What follows belongs to an exercise in optimizing a design on an open flow for small area; a production flow would make more cautious choices. The RTL was checked by simulation tests, not by an equivalence proof against the original design. The clock input has no modelled driver; a real chip could not lean on it and would need a root buffer or a full tree. Power is estimated from default activity; no workload was simulated.

==> design/flow/design.v <==
module dso_ctrl #(
    parameter SETTLE_CYCLES = 1000,    
    parameter MAX_SAMPLES   = 65535
) (
    input  wire       clk,
    input  wire       rst,           
    input  wire       rx_valid,
    input  wire [7:0] rx_data,
    output wire       rx_ready,
    output wire       tx_valid,
    output wire [7:0] tx_data,
    input  wire       tx_ready,
    output reg        baud_fast,     
    output wire       baud_init,     
    output wire       ref_cfg,       
    output wire [7:0] line_oe,
    output wire [7:0] line_out,
    input  wire       fill,
    input  wire [7:0] data_bus,
    output wire       spi_sck,
    output wire       spi_mosi,
    input  wire       spi_miso
);
    localparam [3:0]
        P_BOOT  = 4'd0,     
        P_FETCH = 4'd1,     
        P_PARAM = 4'd2,     
        P_VER   = 4'd3,     
        P_MUL   = 4'd4,     
        P_SPI   = 4'd5,     
        P_BAUD  = 4'd6,     
        P_CAPP  = 4'd7,     
        P_CAPW  = 4'd8,     
        P_XPOLL = 4'd10,    
        P_XCLK1 = 4'd11,    
        P_XCLK0 = 4'd12,    
        P_XSEND = 4'd13;    
    reg  [3:0]  ph;
    reg  [15:0] c;
    reg         edge_lvl;
    reg         sel_oe, sel_out;    
    wire boot  = (ph == P_BOOT);
    wire fetch = (ph == P_FETCH);
    wire param = (ph == P_PARAM);
    wire ver   = (ph == P_VER);
    wire mul   = (ph == P_MUL);
    wire spi   = (ph == P_SPI);
    wire baud  = (ph == P_BAUD);
    wire capp  = (ph == P_CAPP);
    wire capw  = (ph == P_CAPW);
    wire xpoll = (ph == P_XPOLL);
    wire xclk1 = (ph == P_XCLK1);
    wire xclk0 = (ph == P_XCLK0);
    wire xsend = (ph == P_XSEND);
    assign rx_ready = fetch | param | (capw & c[11]) | xpoll;
    assign tx_valid = ver | xsend;
    wire stop_byte = rx_valid & (rx_data == 8'h6E);
    localparam [127:0] VER_STR = {
        8'h0A, 8'h30, 8'h2E, 8'h32, 8'h20, 8'h6E, 8'h6F, 8'h69,
        8'h73, 8'h72, 8'h65, 8'h56, 8'h20, 8'h4F, 8'h53, 8'h44};
    wire [7:0] ver_byte = c[11] ? 8'h43 : VER_STR[{c[3:0], 3'b000} +: 8];
    assign tx_data = xsend ? data_bus : ver_byte;
    wire [3:0] bs = c[3:0];
    assign line_oe[0] = ~boot | (bs > 4'd0);
    assign line_oe[1] = ~boot | (bs > 4'd1);
    assign line_oe[2] = ~boot | (bs > 4'd2);
    assign line_oe[3] = ~boot | (bs > 4'd3);
    assign line_oe[4] = ~boot | (bs > 4'd4);
    wire s0_first  = mul;                        
    wire s0_second = mul & (c[1:0] != 2'd0);     
    wire s1_first  = mul & c[1];
    wire s1_second = mul & (c[1:0] == 2'd3);
    assign line_oe[5] = s0_second ? c[13] : s0_first ? (sel_oe & c[13]) : sel_oe;
    assign line_oe[6] = s1_second ? c[13] : s1_first ? (sel_oe & c[13]) : sel_oe;
    assign line_oe[7] = ~boot | (bs > 4'd6);
    assign line_out[0] = capp & (c[1:0] == 2'd0);
    assign line_out[1] = capp & (c[1:0] == 2'd2) & c[14];    
    assign line_out[2] = xpoll | xclk1 | xclk0 | xsend;
    assign line_out[3] = xclk1;
    assign line_out[4] = edge_lvl;
    assign line_out[5] = s0_second ? c[9] : s0_first ? (c[13] ? c[9] : sel_out) : sel_out;
    assign line_out[6] = s1_second ? c[9] : s1_first ? (c[13] ? c[9] : sel_out) : sel_out;
    assign line_out[7] = ~spi & (~boot | (bs > 4'd5));
    assign ref_cfg   = boot & c[3];
    assign baud_init = baud;
    wire [7:0]  p_byte   = {c[11], ~c[8], ~c[15], ~c[10], c[9], c[14], ~c[13], ~c[12]};
    wire [15:0] dac_word = {4'b0011, p_byte, 4'b0000};
    assign spi_mosi = dac_word[~c[4:1]];
    assign spi_sck  = spi & c[0];
    wire c_load = fetch | (param & rx_valid);
    wire [7:0] rx_perm = {rx_data[5], rx_data[2], rx_data[1], rx_data[0],
                          rx_data[7], rx_data[4], rx_data[3], rx_data[6]} ^ 8'hB5;
    wire c_inc  = boot | mul | spi | capp | (capw & ~c[11]) | xpoll | (ver & tx_ready);
    wire [16:0] cy;
    assign cy[0] = c_inc;
    genvar gi;
    generate for (gi = 0; gi < 16; gi = gi + 1) begin : g_inc
        assign cy[gi+1] = cy[gi] & c[gi];
    end endgenerate
    wire [15:0] c_nxt = c ^ cy[15:0];
    wire p_mul_ok = (rx_data == 8'h02) | (rx_data == 8'h04) | (rx_data == 8'h08);
    always @(posedge clk) begin
        if (rst) begin
            ph        <= P_BOOT;
            c         <= 16'd0;
            edge_lvl  <= 1'b0;
            baud_fast <= 1'b0;
            sel_oe    <= 1'b0;
            sel_out   <= 1'b0;
        end else begin
            if (c_load)     c <= {rx_perm, 8'h00};
            else            c <= c_nxt;
            case (ph)
                P_BOOT:  if (c[3]) ph <= P_BAUD;
                P_BAUD:  ph <= P_FETCH;
                P_FETCH: if (rx_valid) begin
                    case (rx_data)
                        8'h76:   ph <= P_VER;
                        8'h72,
                        8'h74,
                        8'h69:   ph <= P_PARAM;
                        8'h43,
                        8'h66:   ph <= P_CAPP;
                        8'h73:   ph <= P_XPOLL;
                        8'h42:   begin baud_fast <= ~baud_fast; ph <= P_BAUD; end
                        default: ph <= P_FETCH;
                    endcase
                end
                P_PARAM: if (rx_valid) begin
                    ph <= P_FETCH;
                    if (~c[13]) begin                
                        if (p_mul_ok) ph <= P_MUL;
                    end else if (c[14]) begin        
                        ph <= P_SPI;
                    end else begin                   
                        if (rx_data == 8'h72) edge_lvl <= 1'b0;
                        if (rx_data == 8'h66) edge_lvl <= 1'b1;
                    end
                end
                P_VER:   if ((tx_ready && c[11]) || cy[4]) ph <= P_FETCH;    
                P_MUL: if (cy[2]) begin                  
                    sel_oe  <= c[13];
                    sel_out <= c[9];
                    ph      <= P_FETCH;
                end
                P_SPI:   if (cy[5]) ph <= P_FETCH;           
                P_CAPP:  if (cy[2]) ph <= P_CAPW;            
                P_CAPW:  if (c[11] && (fill || stop_byte)) ph <= P_VER;
                P_XPOLL: if (stop_byte || cy[16]) ph <= P_FETCH;    
                         else ph <= P_XCLK1;
                P_XCLK1: ph <= P_XCLK0;
                P_XCLK0: ph <= P_XSEND;
                P_XSEND: if (tx_ready) ph <= P_XPOLL;
                default: ph <= P_FETCH;
            endcase
        end
    end
    wire unused_ok = &{1'b0, spi_miso};
endmodule
==> design/flow/flow/run.sh <==
#!/bin/bash
# The standard layout (standard.sh), with these changes:
# - synthesis maps the logic with an area-oriented ABC script (flow/synth.tcl,
#   flow/abc.script); the registers are the standard synthesis's;
# - combinational cells that synthesis sized up are set back to the smallest
#   size before floorplan (flow/downsize.tcl); placement repair sizes up
#   again what slew, capacitance or timing need;
# - the ports get the smallest buffer, sky130_fd_sc_hd__buf_1;
# - the clock tree has no dummy loads.
# Each tool's output goes to a log file of its own here.
set -euo pipefail
export OWN_ABC_SCRIPT=$PWD/flow/abc.script
ARGS=("SYNTH_SCRIPT=$PWD/flow/synth.tcl"
      "BUFFER_PORTS_ARGS=-buffer_cell sky130_fd_sc_hd__buf_1"
      "CTS_ARGS=-sink_clustering_enable -repair_clock_nets -dont_use_dummy_load -buf_list {sky130_fd_sc_hd__clkbuf_8}")
bash standard.sh "${ARGS[@]}" synth > synth.log 2>&1
export RESULTS=$PWD/orfs/results/$FLOW_PLATFORM/dso_ctrl/base
openroad -no_init -exit flow/downsize.tcl > downsize.log 2>&1
bash standard.sh "${ARGS[@]}" finish > standard_flow.log 2>&1
==> design/flow/flow/abc.script <==
strash
dch -f
amap
topo
==> design/flow/flow/downsize.tcl <==
# Replace each combinational cell that synthesis sized up by the same
# function at drive strength 1 (or 0); the placement-stage repair sizes
# up again only what slew, capacitance or timing need. Registers keep
# the cells synthesis gave them.
set odb $::env(RESULTS)/1_synth.odb
read_liberty $::env(FLOW_HOME)/platforms/sky130hd/lib/sky130_fd_sc_hd__tt_025C_1v80.lib
read_db $odb
set db [ord::get_db]
set n 0
foreach inst [[ord::get_db_block] getInsts] {
  set m [[$inst getMaster] getName]
  if {![regexp {^(sky130_fd_sc_hd__[a-z0-9]+)_([0-9]+)$} $m -> base sz]} { continue }
  if {$sz <= 1} { continue }
  if {[regexp {__(df|edf|sdf|dl|sedf|clk)} $base]} { continue }
  foreach cand [list ${base}_1 ${base}_0] {
    if {[$db findMaster $cand] ne "NULL"} {
      if {[catch {replace_cell [$inst getName] $cand} err]} {
        puts "skip [$inst getName] $m -> $cand: $err"
      } else {
        puts "downsize [$inst getName] $m -> $cand"
        incr n
      }
      break
    }
  }
}
puts "downsized $n cells"
write_db $odb
==> design/flow/flow/synth.tcl <==
# The standard synthesis script (synth_recipe.tcl), with one change: the
# technology mapping step runs ABC with flow/abc.script, an area-oriented
# script, in place of ORFS's. Registers, their names and cells are as in the
# standard synthesis; only the combinational mapping differs.
proc synth {args} { yosys synth -nofsm -noshare {*}$args }
proc abc {args} {
  set i [lsearch -exact $args -script]
  if {$i >= 0} { lset args [expr {$i + 1}] $::env(OWN_ABC_SCRIPT) }
  yosys abc {*}$args
}
source $::env(SCRIPTS_DIR)/synth.tcl
# left out here: clear keep_hierarchy, flatten, clean up, hide names made inside functions, write 1_2_yosys.v
==> design/flow/standard.sh <==
#!/bin/bash
# synth_recipe.tcl (not shown) runs the flow's synth.tcl, then flattens the netlist and writes it again
# the make line also repeats each setting of config.mk as NAME=value (left out here)
make -C /OpenROAD-flow-scripts/flow DESIGN_CONFIG=/design/flow/config.mk WORK_HOME=/design/flow/orfs CLKGATE_MAP_FILE= SYNTH_SCRIPT=/design/flow/synth_recipe.tcl "${@:-finish}"
==> design/flow/config.mk <==
export PLATFORM = sky130hd
export DESIGN_NAME = dso_ctrl
export DESIGN_NICKNAME = dso_ctrl
export VERILOG_FILES = /design/flow/design.v
export SDC_FILE = /design/flow/constraint.sdc
export NUM_CORES = 4
export LEC_CHECK = 0
export ABC_AREA = 1
export CAP_MARGIN = 20
export CORE_MARGIN = 2
export CORE_UTILIZATION = 40
export SLEW_MARGIN = 20
==> design/flow/constraint.sdc <==
create_clock -name core_clock -period 10.0 [get_ports {clk}]
set_input_delay 2.0000 -clock core_clock [delete_from_list [all_inputs] [get_ports {clk}]]
set_output_delay 2.0000 -clock core_clock [all_outputs]
set_load 0.01 [all_outputs]
==> flow_summary.html, run 1 <==
<table>
<tr><th>Metric</th><th>Value</th></tr>
<tr><th colspan="2">Outcome</th></tr>
<tr><td>Status</td><td>complete, no violations</td></tr>
<tr><th colspan="2">Synth</th></tr>
<tr><td>Count of state elements after synthesis</td><td>24</td></tr>
<tr><td>Most used standard cells in the synthesized netlist</td><td>50 x sky130_fd_sc_hd__nor2_1, 30 x sky130_fd_sc_hd__clkinv_1, 28 x sky130_fd_sc_hd__nand2_1</td></tr>
<tr><td>Ranking of synthesized cells by area</td><td>sky130_fd_sc_hd__dfxtp_1 25%, sky130_fd_sc_hd__ha_1 14%, sky130_fd_sc_hd__nor2_1 9.9%</td></tr>
<tr><td>Compound-Gate Fraction of Synth Area</td><td>a little over a quarter</td></tr>
<tr><td>Fraction of the mapped netlist area in simple logic gates</td><td>roughly 27%</td></tr>
<tr><td>Number of synthesis warnings</td><td>1</td></tr>
<tr><td>Most common cell in the netlist</td><td>sky130_fd_sc_hd__nor2_1</td></tr>
<tr><td>Ys async rst share</td><td>0%</td></tr>
<tr><td>XOR/XNOR Fraction of Synth Area</td><td>0%</td></tr>
<tr><td>Area share of the leading cell type in the synthesized netlist</td><td>between 20% and 30%</td></tr>
<tr><td>Combined area of all synthesized cells</td><td>around 0.0019 mm2</td></tr>
<tr><td>Average footprint of a synthesized cell</td><td>6.94 um2</td></tr>
<tr><td>Number of nets in the synthesized netlist</td><td>315</td></tr>
<tr><td>Synthesized-area fraction occupied by adder cells</td><td>between 10% and 20%</td></tr>
<tr><td>Proportion of synthesized chip area in sequential cells</td><td>approximately a quarter</td></tr>
<tr><td>Synth cell types</td><td>36</td></tr>
<tr><td>Dominant combinational cell family by area after synthesis</td><td>simple AND/OR/NAND/NOR gates</td></tr>
<tr><td>Yosys stat chip area</td><td>approximately 0.0019 mm2</td></tr>
<tr><td>Share of cell area taken by muxes after synthesis</td><td>0%</td></tr>
<tr><td>Top cell type by total area after synthesis</td><td>sky130_fd_sc_hd__dfxtp_1</td></tr>
<tr><td>Post-Syn Instances</td><td>about 270</td></tr>
<tr><td>Most used DFF post-synth</td><td>sky130_fd_sc_hd__dfxtp_1</td></tr>
<tr><td>Count of flip-flops with a built-in enable after synthesis</td><td>0</td></tr>
<tr><th colspan="2">Die</th></tr>
<tr><td>Die Outline Area</td><td>~0.0053 mm2</td></tr>
<tr><td>Site Rows</td><td>24</td></tr>
<tr><td>Horiz. Die Dim</td><td>72.7 um</td></tr>
<tr><td>Core Footprint</td><td>around 0.0044 mm2</td></tr>
<tr><td>Die Y</td><td>around 73 um</td></tr>
<tr><td>Starting density of the core</td><td>between 40% and 50%</td></tr>
<tr><td>I/O pin cnt</td><td>53</td></tr>
<tr><th colspan="2">Power and ir drop</th></tr>
<tr><td>Internal cell power</td><td>between 0.2 and 0.25 mW</td></tr>
<tr><td>Part of the power in registers</td><td>32.8%</td></tr>
<tr><td>Proportion of total power due to net switching</td><td>48.9%</td></tr>
<tr><td>Max VDD drop</td><td>around 0.11 mV</td></tr>
<tr><td>Power per cell area</td><td>between 200 and 250 mW/mm2</td></tr>
<tr><td>Fraction of power consumed by the clock network</td><td>12.2%</td></tr>
<tr><td>Combinational power share</td><td>54.9%</td></tr>
<tr><td>Net switching power</td><td>around 0.23 mW</td></tr>
<tr><td>Static leakage</td><td>between 0.8 and 0.9 nW</td></tr>
<tr><td>Total power</td><td>0.461 mW</td></tr>
<tr><th colspan="2">Route</th></tr>
<tr><td>Final antenna-violating net count</td><td>0</td></tr>
<tr><td>Total wirelength of the detailed-routed design</td><td>5340 um</td></tr>
<tr><td>Detailed-route wire length per cell</td><td>roughly 14 um</td></tr>
<tr><td>Router iterations before antenna repair</td><td>5</td></tr>
<tr><td>Via-to-Cell Ratio</td><td>~5.5</td></tr>
<tr><td>Number of design-rule violations left by the first detailed-router iteration</td><td>approximately 130</td></tr>
<tr><td>Number of remaining DRC errors</td><td>0</td></tr>
<tr><td>Via total after detailed routing</td><td>around 2100</td></tr>
<tr><th colspan="2">Clock network</th></tr>
<tr><td>Worst-skew pair later-pin latency</td><td>~270 ps</td></tr>
<tr><td>Post-CTS Hold Fix Bufs</td><td>0</td></tr>
<tr><td>Total setup buffers inserted after CTS</td><td>0</td></tr>
<tr><td>Root buffer cell</td><td>sky130_fd_sc_hd__clkbuf_8</td></tr>
<tr><td>CTS clk-pin slew, worst paths</td><td>approximately 70 ps</td></tr>
<tr><td>Resize count post-CTS</td><td>0</td></tr>
<tr><td>Cts bufs inserted</td><td>3</td></tr>
<tr><td>TritonCTS clock tree</td><td>yes</td></tr>
<tr><td>CTS sink cnt</td><td>24</td></tr>
<tr><td>Number of H-tree levels</td><td>1</td></tr>
<tr><td>Number of buffers between clock root and the deepest sink</td><td>2</td></tr>
<tr><th colspan="2">Timing</th></tr>
<tr><td>Finish-stage setup viols</td><td>0</td></tr>
<tr><td>Total count of hold-check failures in the final report</td><td>0</td></tr>
<tr><td>Setup skew after layout</td><td>roughly 12 ps</td></tr>
<tr><td>Unrepaired setup endpoints after global routing</td><td>false</td></tr>
<tr><td>Setup_tns</td><td>0 ps</td></tr>
<tr><td>Peak Freq</td><td>about 170 MHz</td></tr>
<tr><td>Max transition margin</td><td>between 40% and 50%</td></tr>
<tr><td>Slew at the pin closest to its max-slew limit</td><td>about 770 ps</td></tr>
<tr><td>Final worst-path cycle share</td><td>between 50% and 60%</td></tr>
<tr><td>Minimum clock period after layout</td><td>between 5000 and 6000 ps</td></tr>
<tr><td>Max Slew Vio Count</td><td>0</td></tr>
<tr><th colspan="2">Setup path</th></tr>
<tr><td>Cells along the critical path</td><td>buf_1 &gt; a21oi_1 &gt; o221ai_1 &gt; ha_1 &gt; ha_1 &gt; ha_1 &gt; ha_1 &gt; ha_1 &gt; ha_1 &gt; ha_1 &gt; ha_1 &gt; ha_1 &gt; ha_1 &gt; ha_1 &gt; ha_1 &gt; ha_1 &gt; ha_1 &gt; ha_1 &gt; ha_1 &gt; o31ai_1 &gt; a211oi_1 &gt; nor2_1 &gt; a21oi_1 &gt; nor2_1</td></tr>
<tr><td>CP Buf/Inv Count</td><td>1</td></tr>
<tr><td>Required time of the critical path</td><td>10200 ps</td></tr>
<tr><td>Data arrival time at the worst-slack endpoint</td><td>around 6100 ps</td></tr>
<tr><td>Most prevalent standard cell on the critical path</td><td>sky130_fd_sc_hd__ha_1</td></tr>
<tr><td>Maximum net fanout on the critical path</td><td>4</td></tr>
<tr><td>Setup Crit Path Kind</td><td>input pin to register</td></tr>
<tr><td>Type of destination of the critical path</td><td>register</td></tr>
<tr><td>Largest stage delay, worst path</td><td>~300 ps</td></tr>
<tr><td>Gate family responsible for the most delay along the worst path</td><td>adder cells</td></tr>
<tr><td>Cell with the biggest individual delay on the critical path</td><td>sky130_fd_sc_hd__o31ai_1</td></tr>
<tr><td>Sort of element at the start of the critical path</td><td>input pin</td></tr>
<tr><th colspan="2">Placement</th></tr>
<tr><td>HPWL after detailed placement</td><td>between 4000 and 5000 um</td></tr>
<tr><td>Routability congestion estimate</td><td>around 0.9</td></tr>
<tr><td>IO Port Bufs</td><td>slightly above 50</td></tr>
<tr><th colspan="2">Cells and area</th></tr>
<tr><td>Number of antenna repair diodes</td><td>0</td></tr>
<tr><td>Fill cell total of the finished layout</td><td>slightly below 500</td></tr>
<tr><td>Layout cells sized above 1</td><td>less than 1%</td></tr>
<tr><td>Synthesis-to-layout area growth</td><td>15.4%</td></tr>
<tr><td>Fin nets</td><td>369</td></tr>
<tr><th colspan="2">Global route</th></tr>
<tr><td>Total global routing track utilization</td><td>20.9%</td></tr>
<tr><td>Initial antenna violation count</td><td>0</td></tr>
<tr><td>Via count of the first global-routing pass</td><td>between 1500 and 2000</td></tr>
<tr><td>Pin count of the biggest net entering global routing</td><td>20</td></tr>
<tr><td>GRT overflow</td><td>0</td></tr>
<tr><td>First-pass GRT wire length</td><td>a little under 9000 um</td></tr>
<tr><th colspan="2">Job</th></tr>
<tr><td>MaxCap Viol Count</td><td>0</td></tr>
<tr><th colspan="2">Hold path</th></tr>
<tr><td>Class of the most critical hold timing path</td><td>register to register</td></tr>
</table>
## area by class of cell
type	instances	area, um2	area share, %
multi-input combinational	216	1290	59.1
sequential	24	480	22.1
timing repair buffer	51	191	8.79
tap	52	65.1	2.99
inverter	30	113	5.17
clock buffer	3	41.3	1.90
## per-layer routing
layer,wire [um],track usage [%],up-vias
li1,-,-,1095
met1,2630,30.6,904
met2,2300,32.1,75
met3,328,2.35,7
met4,74,6.58,0
met5,0,0,-
## cells by family (layout without fill, tap and decap cells)
group | count (synthesis) | after routing
compound gates | 79 | 79
fa+ha+maj | 21 | 21
buf+inv | 32 | 84
flops | 24 | 24
simple gates | 116 | 116
## final timing paths
path / end / from / cells past startpoint / slack [ps]
worst min-delay path: baud_fast / baud_fast / 1 / 450
worst max-delay path: ph[1] / tx_ready / 24 / 4070
worst min register to register: baud_fast / baud_fast / 1 / 450
worst max register to register: ph[1] / ph[1] / 27 / 4850
## flip-flops by register name, indices dropped and copies added (netlist names)
signal     cells
baud_fast      1
c             16
edge_lvl       1
ph             4
sel_oe         1
sel_out        1
## power by group through the flow
| stage | combinational (mW) | sequential [mW] | clock (mW) |
|---|---|---|---|
| 6_report | 0.253 | 0.151 | 0.0563 |
| 5_1_grt | 0.287 | 0.156 | 0.0629 |
| 4_1_cts | 0.255 | 0.151 | 0.0583 |
| 3_5_place_dp | 0.253 | 0.153 | 0 |
| 3_3_place_gp | 0.253 | 0.153 | 0 |
| 2_1_floorplan | 0.181 | 0.141 | 0 |
## cell usage in the layout, fill, tap and decap left out, drive strengths merged, types with 2 or more instances in the layout
master,netlist,layout
buf,2,51
a211oi,2,2
o21ai,20,20
o22ai,4,4
o2111ai,2,2
nor3,12,12
a31oi,2,2
ha,21,21
a2111oi,3,3
and3,9,9
o31ai,3,3
o32a,3,3
o22a,3,3
clkinv,30,30
nand4,4,4
nand2,28,28
or2,2,2
o221ai,2,2
dfxtp,24,24
nor2b,2,2
nor2,50,50
or3,3,3
a21oi,24,24
nor4,4,4
a22oi,2,2
clkbuf,0,3
## per-stage QoR
step,hold WS [ps],util [%],cell area [um2],setup slack (ps),cells
after global placement,442,48.1,2140,3800,373
after global routing,495,49.0,2180,3830,376
after detailed placement,451,48.1,2140,3770,373
final,455,49.0,2180,4070,376
after CTS,462,49.0,2180,4030,376
after floorplan,473,-,1890,4340,272
==> run 2: changes to the inputs <==
--- a/design/flow/flow/run.sh
+++ b/design/flow/flow/run.sh
@@ -7,10 +7,13 @@
 #   again what slew, capacitance or timing need;
 # - the ports get the smallest buffer, sky130_fd_sc_hd__buf_1;
-# - the clock tree has no dummy loads.
+# - the clock tree has no dummy loads, and after CTS one buffer drives all
+#   the registers' clock pins (flow/post_cts.tcl).
 # Each tool's output goes to a log file of its own here.
 set -euo pipefail
 export OWN_ABC_SCRIPT=$PWD/flow/abc.script
+export ROOT_CLKBUF=sky130_fd_sc_hd__buf_12
 ARGS=("SYNTH_SCRIPT=$PWD/flow/synth.tcl"
       "BUFFER_PORTS_ARGS=-buffer_cell sky130_fd_sc_hd__buf_1"
+      "POST_CTS_TCL=$PWD/flow/post_cts.tcl"
       "CTS_ARGS=-sink_clustering_enable -repair_clock_nets -dont_use_dummy_load -buf_list {sky130_fd_sc_hd__clkbuf_8}")
 bash standard.sh "${ARGS[@]}" synth > synth.log 2>&1
==> design/flow/flow/post_cts.tcl (new file) <==
# After clock tree synthesis: drive every clock sink straight from the root
# clock buffer. The leaf buffers that CTS added are removed and their sinks
# moved to the root buffer's net; the root buffer is sized for the load.
set block [ord::get_db_block]
set root [$block findInst clkbuf_0_clk]
if {$root ne "NULL"} {
  set rootnet [[$root findITerm X] getNet]
  set leaves {}
  foreach it [$rootnet getITerms] {
    set inst [$it getInst]
    if {$inst ne $root && [string match "*clkbuf*" [[$inst getMaster] getName]]} {
      lappend leaves $inst
    }
  }
  foreach inst $leaves {
    set outnet [[$inst findITerm X] getNet]
    foreach it [$outnet getITerms] {
      if {[$it getInst] ne $inst} {
        $it disconnect
        $it connect $rootnet
      }
    }
    puts "removed leaf clock buffer [$inst getName]"
    odb::dbInst_destroy $inst
    odb::dbNet_destroy $outnet
  }
  replace_cell clkbuf_0_clk $::env(ROOT_CLKBUF)
  estimate_parasitics -placement
  report_clock_skew
}
==> run 2 against run 1 <==
Against the previous run: first-iteration DRC count is 11% higher; worst hold slack gained 2.9 ps; critical path depth unchanged; fmax down 2.2%; die area is the same; total power down 3.0%; clock power shrank 28%; clock skew is 10 ps lower; worst setup slack lost 130 ps; flip-flop and latch count unchanged; count of clock-buffer cells in the layout decreased by 2; largest cell class unchanged; largest power group unchanged.
==> flow_summary.html, run 2 <==
<table>
<tr><th>Metric</th><th>Value</th></tr>
<tr><th colspan="2">Clock network</th></tr>
<tr><td>CTS sink cnt</td><td>24 (unchanged)</td></tr>
<tr><td>Worst-skew pair later-pin latency</td><td>130 ps (-140 ps)</td></tr>
<tr><td>CTS clk-pin slew, worst paths</td><td>100 ps (+30 ps)</td></tr>
<tr><th colspan="2">Die</th></tr>
<tr><td>Horiz. Die Dim</td><td>72.7 um (unchanged)</td></tr>
<tr><td>Starting density of the core</td><td>42.5% (unchanged)</td></tr>
<tr><td>Die Outline Area</td><td>0.00528 mm2 (unchanged)</td></tr>
<tr><td>Core Footprint</td><td>0.00444 mm2 (unchanged)</td></tr>
<tr><td>Die Y</td><td>72.7 um (unchanged)</td></tr>
<tr><td>Site Rows</td><td>24 (unchanged)</td></tr>
<tr><td>I/O pin cnt</td><td>53 (unchanged)</td></tr>
<tr><th colspan="2">Timing</th></tr>
<tr><td>Slack of the critical path</td><td>3940 ps (-131 ps)</td></tr>
<tr><td>Smallest hold slack</td><td>458 ps (+2.86 ps)</td></tr>
<tr><td>Slew at the pin closest to its max-slew limit</td><td>764 ps (-4.21 ps)</td></tr>
<tr><td>Final worst-path cycle share</td><td>60.6% (+1.3 points)</td></tr>
<tr><td>Unrepaired setup endpoints after global routing</td><td>false</td></tr>
<tr><td>Total count of hold-check failures in the final report</td><td>0 (unchanged)</td></tr>
<tr><td>Peak Freq</td><td>165 MHz (-2.2%)</td></tr>
<tr><td>Max transition margin</td><td>47.7% (+0.29 points)</td></tr>
<tr><td>Max Slew Vio Count</td><td>0 (unchanged)</td></tr>
<tr><td>Setup skew after layout</td><td>1.58 ps (-9.97 ps)</td></tr>
<tr><td>Finish-stage setup viols</td><td>0 (unchanged)</td></tr>
<tr><td>Minimum clock period after layout</td><td>6060 ps (+131 ps)</td></tr>
<tr><td>Setup_tns</td><td>0 ps (unchanged)</td></tr>
<tr><th colspan="2">Synth</th></tr>
<tr><td>Top cell type by total area after synthesis</td><td>sky130_fd_sc_hd__dfxtp_1</td></tr>
<tr><td>Most used standard cells in the synthesized netlist</td><td>50 x sky130_fd_sc_hd__nor2_1, 30 x sky130_fd_sc_hd__clkinv_1, 28 x sky130_fd_sc_hd__nand2_1</td></tr>
<tr><td>Count of flip-flops with a built-in enable after synthesis</td><td>0 (unchanged)</td></tr>
<tr><td>Proportion of synthesized chip area in sequential cells</td><td>25.4% (unchanged)</td></tr>
<tr><td>Area share of the leading cell type in the synthesized netlist</td><td>25.4% (unchanged)</td></tr>
<tr><td>Yosys stat chip area</td><td>0.00189 mm2 (unchanged)</td></tr>
<tr><td>Ranking of synthesized cells by area</td><td>sky130_fd_sc_hd__dfxtp_1 25%, sky130_fd_sc_hd__ha_1 14%, sky130_fd_sc_hd__nor2_1 9.9%</td></tr>
<tr><td>Most common cell in the netlist</td><td>sky130_fd_sc_hd__nor2_1</td></tr>
<tr><td>Combined area of all synthesized cells</td><td>0.00189 mm2 (unchanged)</td></tr>
<tr><td>Ys async rst share</td><td>0% (unchanged)</td></tr>
<tr><td>Count of state elements after synthesis</td><td>24 (unchanged)</td></tr>
<tr><td>Average footprint of a synthesized cell</td><td>6.94 um2 (unchanged)</td></tr>
<tr><td>Synth cell types</td><td>36 (unchanged)</td></tr>
<tr><td>Number of nets in the synthesized netlist</td><td>315 (unchanged)</td></tr>
<tr><td>Most used DFF post-synth</td><td>sky130_fd_sc_hd__dfxtp_1</td></tr>
<tr><td>Number of synthesis warnings</td><td>1 (unchanged)</td></tr>
<tr><td>Post-Syn Instances</td><td>272 (unchanged)</td></tr>
<tr><th colspan="2">Cells and area</th></tr>
<tr><td>Final standard cell count with taps included and fillers excluded</td><td>374 (-0.53%)</td></tr>
<tr><td>Number of flip-flops under the largest register name</td><td>16 (unchanged)</td></tr>
<tr><td>Number of antenna repair diodes</td><td>0 (unchanged)</td></tr>
<tr><td>Biggest register</td><td>c</td></tr>
<tr><td>Finished Core Util</td><td>48.5% (-0.48 points)</td></tr>
<tr><td>Register area</td><td>480 um2 (unchanged)</td></tr>
<tr><td>Multi-input gate area in the final layout</td><td>0.00129 mm2 (unchanged)</td></tr>
<tr><td>Fill cell total of the finished layout</td><td>495 (-0.40%)</td></tr>
<tr><td>Synthesis-to-layout area growth</td><td>14.3%</td></tr>
<tr><td>Fin nets</td><td>367 (-0.54%)</td></tr>
<tr><td>Cell area after layout</td><td>0.00216 mm2 (-0.98%)</td></tr>
<tr><td>Most common cell after layout, fill and taps aside</td><td>sky130_fd_sc_hd__buf_1</td></tr>
<tr><td>Layout cells sized above 1</td><td>0.311% (-0.62 points)</td></tr>
<tr><td>Top flop regs</td><td>c: 16 flops, ph: 4 flops</td></tr>
<tr><td>Highest-count cells in the layout ignoring fill and taps</td><td>51 x sky130_fd_sc_hd__buf_1, 50 x sky130_fd_sc_hd__nor2_1, 30 x sky130_fd_sc_hd__clkinv_1, 28 x sky130_fd_sc_hd__nand2_1</td></tr>
<tr><th colspan="2">Route</th></tr>
<tr><td>Via-to-Cell Ratio</td><td>5.65 (+2.1%)</td></tr>
<tr><td>Total wirelength of the detailed-routed design</td><td>5400 um (+1.1%)</td></tr>
<tr><td>Detailed-route wire length per cell</td><td>14.4 um (+1.7%)</td></tr>
<tr><td>Router iterations before antenna repair</td><td>4 (-1)</td></tr>
<tr><td>Final antenna-violating net count</td><td>0 (unchanged)</td></tr>
<tr><td>Via total after detailed routing</td><td>2113 (+1.5%)</td></tr>
<tr><td>Number of design-rule violations left by the first detailed-router iteration</td><td>149 (+11%)</td></tr>
<tr><td>Number of remaining DRC errors</td><td>0 (unchanged)</td></tr>
<tr><th colspan="2">Global route</th></tr>
<tr><td>Total global routing track utilization</td><td>22.2% (+1.3 points)</td></tr>
<tr><td>First-pass GRT wire length</td><td>8710 um (-0.48%)</td></tr>
<tr><td>GRT overflow</td><td>0 (unchanged)</td></tr>
<tr><td>Via count of the first global-routing pass</td><td>1792 (-1.1%)</td></tr>
<tr><td>Initial antenna violation count</td><td>0 (unchanged)</td></tr>
<tr><td>Pin count of the biggest net entering global routing</td><td>25 (+25%)</td></tr>
<tr><th colspan="2">Setup path</th></tr>
<tr><td>Sort of element at the start of the critical path</td><td>input pin</td></tr>
<tr><td>Largest stage delay, worst path</td><td>300 ps (about the same)</td></tr>
<tr><td>Setup Crit Path Kind</td><td>input pin to register</td></tr>
<tr><td>Cells along the critical path</td><td>buf_1 &gt; a21oi_1 &gt; o221ai_1 &gt; ha_1 &gt; ha_1 &gt; ha_1 &gt; ha_1 &gt; ha_1 &gt; ha_1 &gt; ha_1 &gt; ha_1 &gt; ha_1 &gt; ha_1 &gt; ha_1 &gt; ha_1 &gt; ha_1 &gt; ha_1 &gt; ha_1 &gt; ha_1 &gt; o31ai_1 &gt; a211oi_1 &gt; nor2_1 &gt; a21oi_1 &gt; nor2_1</td></tr>
<tr><td>Type of destination of the critical path</td><td>register</td></tr>
<tr><td>Maximum net fanout on the critical path</td><td>4 (unchanged)</td></tr>
<tr><td>Cell with the biggest individual delay on the critical path</td><td>sky130_fd_sc_hd__o31ai_1</td></tr>
<tr><td>Required time of the critical path</td><td>10080 ps (-120 ps)</td></tr>
<tr><td>Most prevalent standard cell on the critical path</td><td>sky130_fd_sc_hd__ha_1</td></tr>
<tr><td>Number of cells traversed by the worst register-to-register path</td><td>27 (unchanged)</td></tr>
<tr><td>CP Buf/Inv Count</td><td>1 (unchanged)</td></tr>
<tr><td>Data arrival time at the worst-slack endpoint</td><td>6140 ps (about the same)</td></tr>
<tr><td>Gate family responsible for the most delay along the worst path</td><td>adder cells</td></tr>
<tr><td>Number of cells on the critical path</td><td>24 (unchanged)</td></tr>
<tr><th colspan="2">Hold path</th></tr>
<tr><td>Worst hold path stage count</td><td>1 (unchanged)</td></tr>
<tr><td>Class of the most critical hold timing path</td><td>register to register</td></tr>
<tr><th colspan="2">Power and ir drop</th></tr>
<tr><td>Max VDD drop</td><td>0.0891 mV (-21%)</td></tr>
<tr><td>Total power</td><td>0.447 mW (-3.0%)</td></tr>
<tr><td>Static leakage</td><td>0.860 nW (-1.4%)</td></tr>
<tr><td>Power per cell area</td><td>207 mW/mm2 (-2.0%)</td></tr>
<tr><th colspan="2">Job</th></tr>
<tr><td>MaxCap Viol Count</td><td>0 (unchanged)</td></tr>
<tr><th colspan="2">Placement</th></tr>
<tr><td>Routability congestion estimate</td><td>0.876 (unchanged)</td></tr>
<tr><td>Post-placement cell area</td><td>0.00214 mm2 (unchanged)</td></tr>
<tr><td>HPWL after detailed placement</td><td>4320 um (unchanged)</td></tr>
<tr><td>IO Port Bufs</td><td>51 (unchanged)</td></tr>
<tr><td>Post-Place Worst Slack</td><td>3770 ps (unchanged)</td></tr>
<tr><td>Placed insts</td><td>373 (unchanged)</td></tr>
<tr><th colspan="2">Outcome</th></tr>
<tr><td>Status</td><td>complete, no violations</td></tr>
</table>
-- run 2: cell types whose count changed in the layout (fill, tap and decap cells not counted) --
| cell | delta |
|---|---|
| sky130_fd_sc_hd__buf_12 | +1 |
| sky130_fd_sc_hd__clkbuf_8 | -3 |
-- run 2: power by group --
part,internal (mW),total [mW],leakage (nW),switching [mW]
Sequential,0.117,0.152,0.196,0.0345
Clock,0.0163,0.0408,0.00940,0.0245
Combinational,0.0913,0.254,0.655,0.163
-- run 2: area by class of cell --
| type | instances | area share (%) |
|---|---|---|
| multi-input cells | 216 | 59.7 |
| flip-flops and latches | 24 | 22.3 |
| repair buffers | 51 | 8.88 |
| inverters | 30 | 5.22 |
| well taps | 52 | 3.02 |
| clock buffers | 1 | 0.929 |
-- run 2: logic make-up (layout without fill, tap and decap cells) --
kind of cell / count (synthesis) / after routing / share of synthesized area (%)
AND/OR/NAND/NOR: 116 / 116 / 27.1
AO/OA/AOI/OAI: 79 / 79 / 26.9
buffers and inverters: 32 / 82 / 6.74
flip-flops: 24 / 24 / 25.4
adder cells (fa/ha/maj): 21 / 21 / 13.9
-- run 2: final timing paths --
kind / start / end / slack [ps]
worst max-delay path: tx_ready / ph[1] / 3940
worst max register to register: ph[1] / ph[1] / 4830
worst min-delay path: baud_fast / baud_fast / 460
worst min register to register: baud_fast / baud_fast / 460
-- run 2: worst register-to-register path: cells and delay by family, from the launching register on --
| kind | cells | cell delay (ps) |
|---|---|---|
| AND/OR/NAND/NOR | 6 | 840 |
| flip-flops | 1 | 430 |
| AO/OA/AOI/OAI | 5 | 710 |
| adder cells (fa/ha/maj) | 16 | 3140 |
-- run 2: layer usage --
metal	share of wire [%]	vias to the layer above	global-route usage, %
li1	-	1098	-
met1	49	922	33.8
met2	43	83	34.7
met3	6.5	10	1.93
met4	1.4	0	3.50
met5	0	-	0
==> run 3: changes to the inputs <==
--- a/design/flow/flow/run.sh
+++ b/design/flow/flow/run.sh
@@ -2,4 +2,5 @@
 # The standard layout (standard.sh), with these changes:
 # - synthesis maps the logic with an area-oriented ABC script (flow/synth.tcl,
+#   flow/abc.script: deep AIG resynthesis, then area mapping;
 #   flow/abc.script); the registers are the standard synthesis's;
 # - combinational cells that synthesis sized up are set back to the smallest
==> design/flow/flow/abc.script (replaced) <==
strash
&get -n
&deepsyn -T 10
&put
dch -f
amap
topo
==> run 3 against run 2 <==
Against the previous run: still clean; critical path depth down 1; fmax shrank 3.3%; non-clock buffer count stayed put; clock skew increased by 1.5 ps; synthesized cell count down 2.6%; count of clock-buffer cells in the layout stayed put; sequential power shrank 7%; total power rose by 5.5%; worst hold slack improved by 2.4 ps; utilization decreased by 0.49 points.
==> flow_summary.html, run 3 <==
<table>
<tr><th>Metric</th><th>Value</th></tr>
<tr><th colspan="2">Cells and area</th></tr>
<tr><td>Most common cell after layout, fill and taps aside</td><td>sky130_fd_sc_hd__buf_1</td></tr>
<tr><td>Register area</td><td>480 um2 (unchanged)</td></tr>
<tr><td>Synthesis-to-layout area growth</td><td>14.5%</td></tr>
<tr><td>Top flop regs</td><td>c: 16 flops, ph: 4 flops</td></tr>
<tr><td>Number of antenna repair diodes</td><td>0 (unchanged)</td></tr>
<tr><td>Fill cell total of the finished layout</td><td>489 (-1.2%)</td></tr>
<tr><td>Layout cells sized above 1</td><td>0.317% (+0.0069 points)</td></tr>
<tr><td>Multi-input gate area in the final layout</td><td>0.00120 mm2 (-6.6%)</td></tr>
<tr><td>Fin nets</td><td>360 (-1.9%)</td></tr>
<tr><td>Number of flip-flops under the largest register name</td><td>16 (unchanged)</td></tr>
<tr><td>Highest-count cells in the layout ignoring fill and taps</td><td>51 x sky130_fd_sc_hd__buf_1, 43 x sky130_fd_sc_hd__clkinv_1, 43 x sky130_fd_sc_hd__nor2_1, 25 x sky130_fd_sc_hd__nand2_1, 24 x sky130_fd_sc_hd__dfxtp_1</td></tr>
<tr><td>Biggest register</td><td>c</td></tr>
<tr><td>Final standard cell count with taps included and fillers excluded</td><td>367 (-1.9%)</td></tr>
<tr><th colspan="2">Synth</th></tr>
<tr><td>Area share of the leading cell type in the synthesized netlist</td><td>25.9% (+0.50 points)</td></tr>
<tr><td>Most used standard cells in the synthesized netlist</td><td>43 x sky130_fd_sc_hd__clkinv_1, 43 x sky130_fd_sc_hd__nor2_1, 25 x sky130_fd_sc_hd__nand2_1</td></tr>
<tr><td>Combined area of all synthesized cells</td><td>0.00185 mm2 (-1.9%)</td></tr>
<tr><td>Average footprint of a synthesized cell</td><td>6.98 um2 (+0.67%)</td></tr>
<tr><td>Yosys stat chip area</td><td>0.00186 mm2 (-1.9%)</td></tr>
<tr><td>Synth cell types</td><td>35 (-2.8%)</td></tr>
<tr><td>Count of flip-flops with a built-in enable after synthesis</td><td>0 (unchanged)</td></tr>
<tr><td>Most used DFF post-synth</td><td>sky130_fd_sc_hd__dfxtp_1</td></tr>
<tr><td>Ys async rst share</td><td>0% (unchanged)</td></tr>
<tr><td>Count of state elements after synthesis</td><td>24 (unchanged)</td></tr>
<tr><td>Proportion of synthesized chip area in sequential cells</td><td>25.9% (+0.50 points)</td></tr>
<tr><td>Number of synthesis warnings</td><td>1 (unchanged)</td></tr>
<tr><td>Top cell type by total area after synthesis</td><td>sky130_fd_sc_hd__dfxtp_1</td></tr>
<tr><td>Ranking of synthesized cells by area</td><td>sky130_fd_sc_hd__dfxtp_1 26%, sky130_fd_sc_hd__ha_1 14%, sky130_fd_sc_hd__clkinv_1 8.7%</td></tr>
<tr><td>Number of nets in the synthesized netlist</td><td>308 (-2.2%)</td></tr>
<tr><td>Post-Syn Instances</td><td>265 (-2.6%)</td></tr>
<tr><th colspan="2">Placement</th></tr>
<tr><td>IO Port Bufs</td><td>51 (unchanged)</td></tr>
<tr><td>Placed insts</td><td>366 (-1.9%)</td></tr>
<tr><td>HPWL after detailed placement</td><td>4220 um (-2.4%)</td></tr>
<tr><td>Routability congestion estimate</td><td>0.887 (+1.3%)</td></tr>
<tr><th colspan="2">Die</th></tr>
<tr><td>Core Footprint</td><td>0.00441 mm2 (-0.68%)</td></tr>
<tr><td>Die Outline Area</td><td>0.00519 mm2 (-1.8%)</td></tr>
<tr><td>Site Rows</td><td>24 (unchanged)</td></tr>
<tr><td>Die Y</td><td>72.0 um (-0.91%)</td></tr>
<tr><td>Horiz. Die Dim</td><td>72.0 um (-0.91%)</td></tr>
<tr><td>Starting density of the core</td><td>41.9% (-0.53 points)</td></tr>
<tr><td>I/O pin cnt</td><td>53 (unchanged)</td></tr>
<tr><th colspan="2">Route</th></tr>
<tr><td>Number of remaining DRC errors</td><td>0 (unchanged)</td></tr>
<tr><td>Detailed-route wire length per cell</td><td>14.4 um (-0.43%)</td></tr>
<tr><td>Number of design-rule violations left by the first detailed-router iteration</td><td>178 (+19%)</td></tr>
<tr><td>Via-to-Cell Ratio</td><td>5.61 (-0.75%)</td></tr>
<tr><td>Router iterations before antenna repair</td><td>6 (+2)</td></tr>
<tr><td>Total wirelength of the detailed-routed design</td><td>5270 um (-2.3%)</td></tr>
<tr><td>Final antenna-violating net count</td><td>0 (unchanged)</td></tr>
<tr><td>Via total after detailed routing</td><td>2058 (-2.6%)</td></tr>
<tr><th colspan="2">Power and ir drop</th></tr>
<tr><td>Static leakage</td><td>0.808 nW (-6.1%)</td></tr>
<tr><td>Power per cell area</td><td>223 mW/mm2 (+7.3%)</td></tr>
<tr><td>Max VDD drop</td><td>0.0916 mV (+2.8%)</td></tr>
<tr><th colspan="2">Setup path</th></tr>
<tr><td>Required time of the critical path</td><td>10020 ps (-60 ps)</td></tr>
<tr><td>Sort of element at the start of the critical path</td><td>input pin</td></tr>
<tr><td>Data arrival time at the worst-slack endpoint</td><td>6280 ps (+140 ps)</td></tr>
<tr><td>Setup Crit Path Kind</td><td>input pin to register</td></tr>
<tr><td>Type of destination of the critical path</td><td>register</td></tr>
<tr><td>Maximum net fanout on the critical path</td><td>3 (-1)</td></tr>
<tr><th colspan="2">Clock network</th></tr>
<tr><td>CTS sink cnt</td><td>24 (unchanged)</td></tr>
<tr><td>CTS clk-pin slew, worst paths</td><td>100 ps (about the same)</td></tr>
<tr><td>Worst-skew pair later-pin latency</td><td>130 ps (about the same)</td></tr>
<tr><th colspan="2">Hold path</th></tr>
<tr><td>Class of the most critical hold timing path</td><td>register to register</td></tr>
<tr><th colspan="2">Timing</th></tr>
<tr><td>Max Slew Vio Count</td><td>0 (unchanged)</td></tr>
<tr><td>Max transition margin</td><td>62.8% (+15 points)</td></tr>
<tr><td>Peak Freq</td><td>160 MHz (-3.3%)</td></tr>
<tr><td>Setup_tns</td><td>0 ps (unchanged)</td></tr>
<tr><td>Setup skew after layout</td><td>3.11 ps (+1.53 ps)</td></tr>
<tr><td>Finish-stage setup viols</td><td>0 (unchanged)</td></tr>
<tr><td>Minimum clock period after layout</td><td>6270 ps (+206 ps)</td></tr>
<tr><td>Total count of hold-check failures in the final report</td><td>0 (unchanged)</td></tr>
<tr><td>Slew at the pin closest to its max-slew limit</td><td>551 ps (-213 ps)</td></tr>
<tr><td>Unrepaired setup endpoints after global routing</td><td>false</td></tr>
<tr><td>Final worst-path cycle share</td><td>62.7% (+2.1 points)</td></tr>
<tr><th colspan="2">Global route</th></tr>
<tr><td>Via count of the first global-routing pass</td><td>1696 (-5.4%)</td></tr>
<tr><td>Pin count of the biggest net entering global routing</td><td>25 (unchanged)</td></tr>
<tr><td>Initial antenna violation count</td><td>0 (unchanged)</td></tr>
<tr><td>Total global routing track utilization</td><td>21.8% (-0.43 points)</td></tr>
<tr><td>GRT overflow</td><td>0 (unchanged)</td></tr>
<tr><td>First-pass GRT wire length</td><td>8220 um (-5.7%)</td></tr>
<tr><th colspan="2">Outcome</th></tr>
<tr><td>Status</td><td>complete, no violations</td></tr>
<tr><th colspan="2">Job</th></tr>
<tr><td>MaxCap Viol Count</td><td>0 (unchanged)</td></tr>
</table>
==> run 3: cell count changes after synthesis, moves of 3 or more <==
cell	before	now
sky130_fd_sc_hd__and3_1	9	1
sky130_fd_sc_hd__clkinv_1	30	43
sky130_fd_sc_hd__a21oi_1	24	8
sky130_fd_sc_hd__a31oi_1	2	7
sky130_fd_sc_hd__nor4_1	4	1
sky130_fd_sc_hd__nor2b_1	2	10
sky130_fd_sc_hd__o22ai_1	4	11
sky130_fd_sc_hd__nand2_1	28	25
sky130_fd_sc_hd__nor2_1	50	43
sky130_fd_sc_hd__nand4_1	4	0
==> run 3: cell type report <==
class	instances	area share [%]
timing repair buffer	51	9.03
tap	52	3.07
sequential	24	22.7
inverter	43	7.62
clock buffer	1	0.945
multi-input combinational	196	56.7
==> run 3: cells by family after synthesis <==
family | share of synthesized area [%]
compound gates | 25.9
fa+ha+maj | 14.1
buf+inv | 9.49
flops | 25.9
simple gates | 24.6
==> run 3: path summary, 6_finish.rpt <==
check                           slack, ps  depth (start not counted)       from   endpoint
worst min-delay path                  460                          1  baud_fast  baud_fast
worst max-delay path                 3730                         23   tx_ready      ph[3]
worst max register to register       4910                         24      ph[0]      ph[3]
worst min register to register        460                          1  baud_fast  baud_fast
==> run 3: metal layers <==
layer | wire length (um) | GRT usage, % | up-vias
li1 | - | - | 1042
met1 | 2340 | 32.0 | 894
met2 | 2270 | 33.2 | 111
met3 | 540 | 3.33 | 11
met4 | 121 | 5.87 | 0
met5 | 0 | 0 | -
==> run 3: worst max-delay path, cell delays in order <==
cell	delay [ps]
sky130_fd_sc_hd__buf_1	90
sky130_fd_sc_hd__clkinv_1	60
sky130_fd_sc_hd__o22a_1	130
sky130_fd_sc_hd__o311ai_0	130
sky130_fd_sc_hd__ha_1	220
sky130_fd_sc_hd__ha_1	220
sky130_fd_sc_hd__ha_1	200
sky130_fd_sc_hd__ha_1	220
sky130_fd_sc_hd__ha_1	230
sky130_fd_sc_hd__ha_1	200
sky130_fd_sc_hd__ha_1	180
sky130_fd_sc_hd__ha_1	180
sky130_fd_sc_hd__ha_1	180
sky130_fd_sc_hd__ha_1	180
sky130_fd_sc_hd__ha_1	180
sky130_fd_sc_hd__ha_1	180
sky130_fd_sc_hd__ha_1	180
sky130_fd_sc_hd__ha_1	180
sky130_fd_sc_hd__ha_1	180
sky130_fd_sc_hd__ha_1	170
sky130_fd_sc_hd__o41ai_1	530
sky130_fd_sc_hd__o21bai_1	190
sky130_fd_sc_hd__a31oi_1	90
==> run 3: through the flow <==
| step | power [mW] | util [%] | hold slack [ps] | setup WS [ps] | cell area [um2] |
|---|---|---|---|---|---|
| after global placement | 0.430 | 47.6 | 431 | 3590 | 2100 |
| after global routing | 0.513 | 48.0 | 483 | 3460 | 2120 |
| after detailed placement | 0.428 | 47.6 | 447 | 3580 | 2100 |
| after floorplan | 0.340 | - | 453 | 4130 | 1850 |
| final | 0.472 | 48.0 | 460 | 3730 | 2120 |
==> run 3: where the power goes <==
group / leakage (nW) / switching [mW] / internal, mW
Combinational: 0.603 / 0.184 / 0.105
Clock: 0.00940 / 0.0255 / 0.0163
Sequential: 0.195 / 0.0291 / 0.112
Total: 0.808 / 0.239 / 0.233
==> run 4: changes to the inputs <==
--- a/design/flow/flow/run.sh
+++ b/design/flow/flow/run.sh
@@ -2,6 +2,6 @@
 # The standard layout (standard.sh), with these changes:
 # - synthesis maps the logic with an area-oriented ABC script (flow/synth.tcl,
-#   flow/abc.script: deep AIG resynthesis, then area mapping;
-#   flow/abc.script); the registers are the standard synthesis's;
+#   flow/abc.script: deep AIG resynthesis, then area mapping); the registers
+#   are the standard synthesis's;
 # - combinational cells that synthesis sized up are set back to the smallest
 #   size before floorplan (flow/downsize.tcl); placement repair sizes up
==> run 4 against run 3 <==
Against the previous run: still clean on timing, DRC and antenna; clock power about the same; utilization did not move; critical path depth did not move; count of clock-buffer cells in the layout unchanged; critical path type unchanged; critical endpoint unchanged; largest cell class unchanged; largest power group unchanged.
==> flow_summary.html, run 4 <==
<table>
<tr><th>Metric</th><th>Value</th></tr>
<tr><th colspan="2">Outcome</th></tr>
<tr><td>Status</td><td>complete, no violations</td></tr>
<tr><th colspan="2">Synth</th></tr>
<tr><td>Number of synthesis warnings</td><td>1 (unchanged)</td></tr>
<tr><td>Most used DFF post-synth</td><td>sky130_fd_sc_hd__dfxtp_1</td></tr>
<tr><td>Ranking of synthesized cells by area</td><td>sky130_fd_sc_hd__dfxtp_1 26%, sky130_fd_sc_hd__ha_1 14%, sky130_fd_sc_hd__clkinv_1 8.7%</td></tr>
<tr><td>Ys async rst share</td><td>0% (unchanged)</td></tr>
<tr><td>Number of nets in the synthesized netlist</td><td>308 (unchanged)</td></tr>
<tr><td>Average footprint of a synthesized cell</td><td>6.98 um2 (unchanged)</td></tr>
<tr><td>Post-Syn Instances</td><td>265 (unchanged)</td></tr>
<tr><td>Top cell type by total area after synthesis</td><td>sky130_fd_sc_hd__dfxtp_1</td></tr>
<tr><td>Synth cell types</td><td>35 (unchanged)</td></tr>
<tr><td>Most used standard cells in the synthesized netlist</td><td>43 x sky130_fd_sc_hd__clkinv_1, 43 x sky130_fd_sc_hd__nor2_1, 25 x sky130_fd_sc_hd__nand2_1</td></tr>
<tr><td>Area share of the leading cell type in the synthesized netlist</td><td>25.9% (unchanged)</td></tr>
<tr><td>Combined area of all synthesized cells</td><td>0.00185 mm2 (unchanged)</td></tr>
<tr><td>Count of state elements after synthesis</td><td>24 (unchanged)</td></tr>
<tr><td>Yosys stat chip area</td><td>0.00186 mm2 (unchanged)</td></tr>
<tr><td>Proportion of synthesized chip area in sequential cells</td><td>25.9% (unchanged)</td></tr>
<tr><td>Count of flip-flops with a built-in enable after synthesis</td><td>0 (unchanged)</td></tr>
<tr><th colspan="2">Die</th></tr>
<tr><td>Site Rows</td><td>24 (unchanged)</td></tr>
<tr><td>Horiz. Die Dim</td><td>72.0 um (unchanged)</td></tr>
<tr><td>I/O pin cnt</td><td>53 (unchanged)</td></tr>
<tr><td>Core Footprint</td><td>0.00441 mm2 (unchanged)</td></tr>
<tr><td>Die Y</td><td>72.0 um (unchanged)</td></tr>
<tr><td>Die Outline Area</td><td>0.00519 mm2 (unchanged)</td></tr>
<tr><td>Starting density of the core</td><td>41.9% (unchanged)</td></tr>
<tr><th colspan="2">Cells and area</th></tr>
<tr><td>Fin nets</td><td>360 (unchanged)</td></tr>
<tr><td>Top flop regs</td><td>c: 16 flops, ph: 4 flops</td></tr>
<tr><td>Highest-count cells in the layout ignoring fill and taps</td><td>51 x sky130_fd_sc_hd__buf_1, 43 x sky130_fd_sc_hd__clkinv_1, 43 x sky130_fd_sc_hd__nor2_1, 25 x sky130_fd_sc_hd__nand2_1, 24 x sky130_fd_sc_hd__dfxtp_1</td></tr>
<tr><td>Most common cell after layout, fill and taps aside</td><td>sky130_fd_sc_hd__buf_1</td></tr>
<tr><td>Synthesis-to-layout area growth</td><td>14.5% (unchanged)</td></tr>
<tr><td>Fill cell total of the finished layout</td><td>489 (unchanged)</td></tr>
<tr><td>Number of flip-flops under the largest register name</td><td>16 (unchanged)</td></tr>
<tr><td>Number of antenna repair diodes</td><td>0 (unchanged)</td></tr>
<tr><td>Multi-input gate area in the final layout</td><td>0.00120 mm2 (unchanged)</td></tr>
<tr><td>Register area</td><td>480 um2 (unchanged)</td></tr>
<tr><td>Layout cells sized above 1</td><td>0.317% (unchanged)</td></tr>
<tr><td>Biggest register</td><td>c</td></tr>
<tr><td>Finished Core Util</td><td>48.0% (unchanged)</td></tr>
<tr><th colspan="2">Setup path</th></tr>
<tr><td>Gate family responsible for the most delay along the worst path</td><td>adder cells</td></tr>
<tr><td>Required time of the critical path</td><td>10020 ps (about the same)</td></tr>
<tr><td>Most prevalent standard cell on the critical path</td><td>sky130_fd_sc_hd__ha_1</td></tr>
<tr><td>Setup slack of the most critical reg-to-reg path</td><td>4910 ps (about the same)</td></tr>
<tr><td>Number of cells traversed by the worst register-to-register path</td><td>24 (unchanged)</td></tr>
<tr><td>Cells along the critical path</td><td>buf_1 &gt; clkinv_1 &gt; o22a_1 &gt; o311ai_0 &gt; ha_1 &gt; ha_1 &gt; ha_1 &gt; ha_1 &gt; ha_1 &gt; ha_1 &gt; ha_1 &gt; ha_1 &gt; ha_1 &gt; ha_1 &gt; ha_1 &gt; ha_1 &gt; ha_1 &gt; ha_1 &gt; ha_1 &gt; ha_1 &gt; o41ai_1 &gt; o21bai_1 &gt; a31oi_1</td></tr>
<tr><td>Sort of element at the start of the critical path</td><td>input pin</td></tr>
<tr><td>Largest stage delay, worst path</td><td>530 ps (about the same)</td></tr>
<tr><td>FF-to-FF End</td><td>ph[3]</td></tr>
<tr><td>Type of destination of the critical path</td><td>register</td></tr>
<tr><td>Setup Crit Path Kind</td><td>input pin to register</td></tr>
<tr><td>Maximum net fanout on the critical path</td><td>3 (unchanged)</td></tr>
<tr><td>Reg-to-reg critical path startpoint</td><td>ph[0]</td></tr>
<tr><td>Data arrival time at the worst-slack endpoint</td><td>6280 ps (about the same)</td></tr>
<tr><td>CP Buf/Inv Count</td><td>2 (unchanged)</td></tr>
<tr><td>Cell with the biggest individual delay on the critical path</td><td>sky130_fd_sc_hd__o41ai_1</td></tr>
<tr><th colspan="2">Route</th></tr>
<tr><td>Total wirelength of the detailed-routed design</td><td>5270 um (unchanged)</td></tr>
<tr><td>Number of remaining DRC errors</td><td>0 (unchanged)</td></tr>
<tr><td>Via-to-Cell Ratio</td><td>5.61 (unchanged)</td></tr>
<tr><td>Final antenna-violating net count</td><td>0 (unchanged)</td></tr>
<tr><td>Number of design-rule violations left by the first detailed-router iteration</td><td>178 (unchanged)</td></tr>
<tr><td>Detailed-route wire length per cell</td><td>14.4 um (unchanged)</td></tr>
<tr><td>Router iterations before antenna repair</td><td>6 (unchanged)</td></tr>
<tr><td>Via total after detailed routing</td><td>2058 (unchanged)</td></tr>
<tr><th colspan="2">Power and ir drop</th></tr>
<tr><td>Power per cell area</td><td>223 mW/mm2 (unchanged)</td></tr>
<tr><td>Internal cell power</td><td>0.233 mW (unchanged)</td></tr>
<tr><td>Static leakage</td><td>0.808 nW (unchanged)</td></tr>
<tr><td>Net switching power</td><td>0.239 mW (unchanged)</td></tr>
<tr><td>Part of the power in registers</td><td>29.8% (about the same)</td></tr>
<tr><td>Max VDD drop</td><td>0.0916 mV (unchanged)</td></tr>
<tr><td>Combinational power share</td><td>61.3% (about the same)</td></tr>
<tr><td>Proportion of total power due to net switching</td><td>50.6% (unchanged)</td></tr>
<tr><td>Fraction of power consumed by the clock network</td><td>8.9% (about the same)</td></tr>
<tr><th colspan="2">Timing</th></tr>
<tr><td>Max transition margin</td><td>62.8% (unchanged)</td></tr>
<tr><td>Finish-stage setup viols</td><td>0 (unchanged)</td></tr>
<tr><td>Final worst-path cycle share</td><td>62.7% (unchanged)</td></tr>
<tr><td>Smallest hold slack</td><td>460 ps (unchanged)</td></tr>
<tr><td>Slew at the pin closest to its max-slew limit</td><td>551 ps (unchanged)</td></tr>
<tr><td>Setup_tns</td><td>0 ps (unchanged)</td></tr>
<tr><td>Setup skew after layout</td><td>3.11 ps (unchanged)</td></tr>
<tr><td>Peak Freq</td><td>160 MHz (unchanged)</td></tr>
<tr><td>Minimum clock period after layout</td><td>6270 ps (unchanged)</td></tr>
<tr><td>Max Slew Vio Count</td><td>0 (unchanged)</td></tr>
<tr><td>Total count of hold-check failures in the final report</td><td>0 (unchanged)</td></tr>
<tr><td>Unrepaired setup endpoints after global routing</td><td>false</td></tr>
<tr><th colspan="2">Placement</th></tr>
<tr><td>HPWL after detailed placement</td><td>4220 um (unchanged)</td></tr>
<tr><td>Routability congestion estimate</td><td>0.887 (unchanged)</td></tr>
<tr><td>IO Port Bufs</td><td>51 (unchanged)</td></tr>
<tr><th colspan="2">Clock network</th></tr>
<tr><td>CTS clk-pin slew, worst paths</td><td>100 ps (about the same)</td></tr>
<tr><td>CTS sink cnt</td><td>24 (unchanged)</td></tr>
<tr><td>Worst-skew pair later-pin latency</td><td>130 ps (about the same)</td></tr>
<tr><th colspan="2">Global route</th></tr>
<tr><td>Via count of the first global-routing pass</td><td>1696 (unchanged)</td></tr>
<tr><td>Total global routing track utilization</td><td>21.8% (unchanged)</td></tr>
<tr><td>Initial antenna violation count</td><td>0 (unchanged)</td></tr>
<tr><td>Pin count of the biggest net entering global routing</td><td>25 (unchanged)</td></tr>
<tr><td>GRT overflow</td><td>0 (unchanged)</td></tr>
<tr><td>First-pass GRT wire length</td><td>8220 um (unchanged)</td></tr>
<tr><th colspan="2">Hold path</th></tr>
<tr><td>Worst hold path stage count</td><td>1 (unchanged)</td></tr>
<tr><td>Class of the most critical hold timing path</td><td>register to register</td></tr>
<tr><td>Startpoint of the lowest-slack hold path</td><td>baud_fast</td></tr>
<tr><td>Terminating pin of the worst hold path</td><td>baud_fast</td></tr>
<tr><th colspan="2">Job</th></tr>
<tr><td>MaxCap Viol Count</td><td>0 (unchanged)</td></tr>
</table>
==> run 4: cell families (layout without fill, tap and decap cells) <==
family | Yosys count | count (layout) | share of synthesized area (%)
AOI/OAI and AO/OA | 72 | 72 | 25.9
and+or+nand+nor | 103 | 103 | 24.6
DFF | 24 | 24 | 25.9
buffers and inverters | 45 | 95 | 9.49
adders and majority gates | 21 | 21 | 14.1
==> run 4: per-stage QoR <==
stage                     total power [mW]  worst slack (ps)  cells  instance area (um2)
after floorplan                      0.340              4130    265                 1850
after global placement               0.430              3590    366                 2100
after detailed placement             0.428              3580    366                 2100
after global routing                 0.513              3460    367                 2120
final                                0.472              3730    367                 2120
==> run 4: metal layers <==
metal,share of wire (%),track usage (%),vias up
met4,2.3,5.87,0
met5,0,0,-
met1,44,32.0,894
met2,43,33.2,111
li1,-,-,1042
met3,10,3.33,11
==> run 4: worst register-to-register path, stage by stage (launching register included) <==
cell,delay [ps]
sky130_fd_sc_hd__dfxtp_1,430
sky130_fd_sc_hd__clkinv_1,190
sky130_fd_sc_hd__nor2_1,80
sky130_fd_sc_hd__nand2_1,130
sky130_fd_sc_hd__o22a_1,140
sky130_fd_sc_hd__o311ai_0,130
sky130_fd_sc_hd__ha_1,220
sky130_fd_sc_hd__ha_1,220
sky130_fd_sc_hd__ha_1,200
sky130_fd_sc_hd__ha_1,220
sky130_fd_sc_hd__ha_1,230
sky130_fd_sc_hd__ha_1,200
sky130_fd_sc_hd__ha_1,180
sky130_fd_sc_hd__ha_1,180
sky130_fd_sc_hd__ha_1,180
sky130_fd_sc_hd__ha_1,180
sky130_fd_sc_hd__ha_1,180
sky130_fd_sc_hd__ha_1,180
sky130_fd_sc_hd__ha_1,180
sky130_fd_sc_hd__ha_1,180
sky130_fd_sc_hd__ha_1,180
sky130_fd_sc_hd__ha_1,170
sky130_fd_sc_hd__o41ai_1,530
sky130_fd_sc_hd__o21bai_1,190
sky130_fd_sc_hd__a31oi_1,90
==> run 4: power groups by stage <==
| stage | Combinational, mW | Sequential [mW] | Clock (mW) |
|---|---|---|---|
| 2_1_floorplan | 0.208 | 0.132 | 0 |
| 3_5_place_dp | 0.287 | 0.142 | 0 |
| 6_report | 0.289 | 0.141 | 0.0418 |
| 3_3_place_gp | 0.288 | 0.142 | 0 |
| 5_1_grt | 0.323 | 0.143 | 0.0474 |
==> run 4: cell type report <==
class | instances | share of cell area [%]
multi-input combinational | 196 | 56.7
clock buffer | 1 | 0.945
timing repair buffer | 51 | 9.03
tap | 52 | 3.07
sequential | 24 | 22.7
inverter | 43 | 7.62
==> run 4: how the worst max path moves through the flow <==
stage	start	to	slack [ps]	cells past startpoint
after global routing	tx_ready	ph[1]	3460	23
after global placement	tx_ready	ph[3]	3590	23
final	tx_ready	ph[3]	3730	23
after detailed placement	tx_ready	ph[3]	3580	23
after floorplan	tx_ready	ph[3]	4130	22

[port drivers added, routing unchanged]
The results above use ideal ports. As a check the final layouts listed here were re-extracted and re-timed, cells and wires unchanged. Step 1, drivers: a clkbuf_16 drives clk and a buf_2 each remaining input, both assumed. Step 2, shift: input delay + t, output delay - t, t = (earliest + latest rising clock arrival at the registers) / 2. This alone moves slack from input paths to output paths. Slacks: ideal / step 1 / step 2; pairs: ideal / step 1.
run	t, ns	setup WS [ns]	clock arrival spread, ns	slew at the worst register clock pin (ns)
run 1	0.286	4.069 / 4.070 / 3.783	0.011 / 0.011	0.09 / 0.09
run 2	0.161	3.939 / 3.946 / 3.785	0.001 / 0.001	0.10 / 0.10
run 3	0.166	3.733 / 3.738 / 3.572	0.003 / 0.003	0.10 / 0.10
run 4	0.166	3.733 / 3.738 / 3.572	0.003 / 0.003	0.10 / 0.10
After both steps setup and hold are still met in every run listed. For run 1, which loses most, drivers alone change the setup slack by +0.001 ns; drivers and shift together by -0.286 ns.
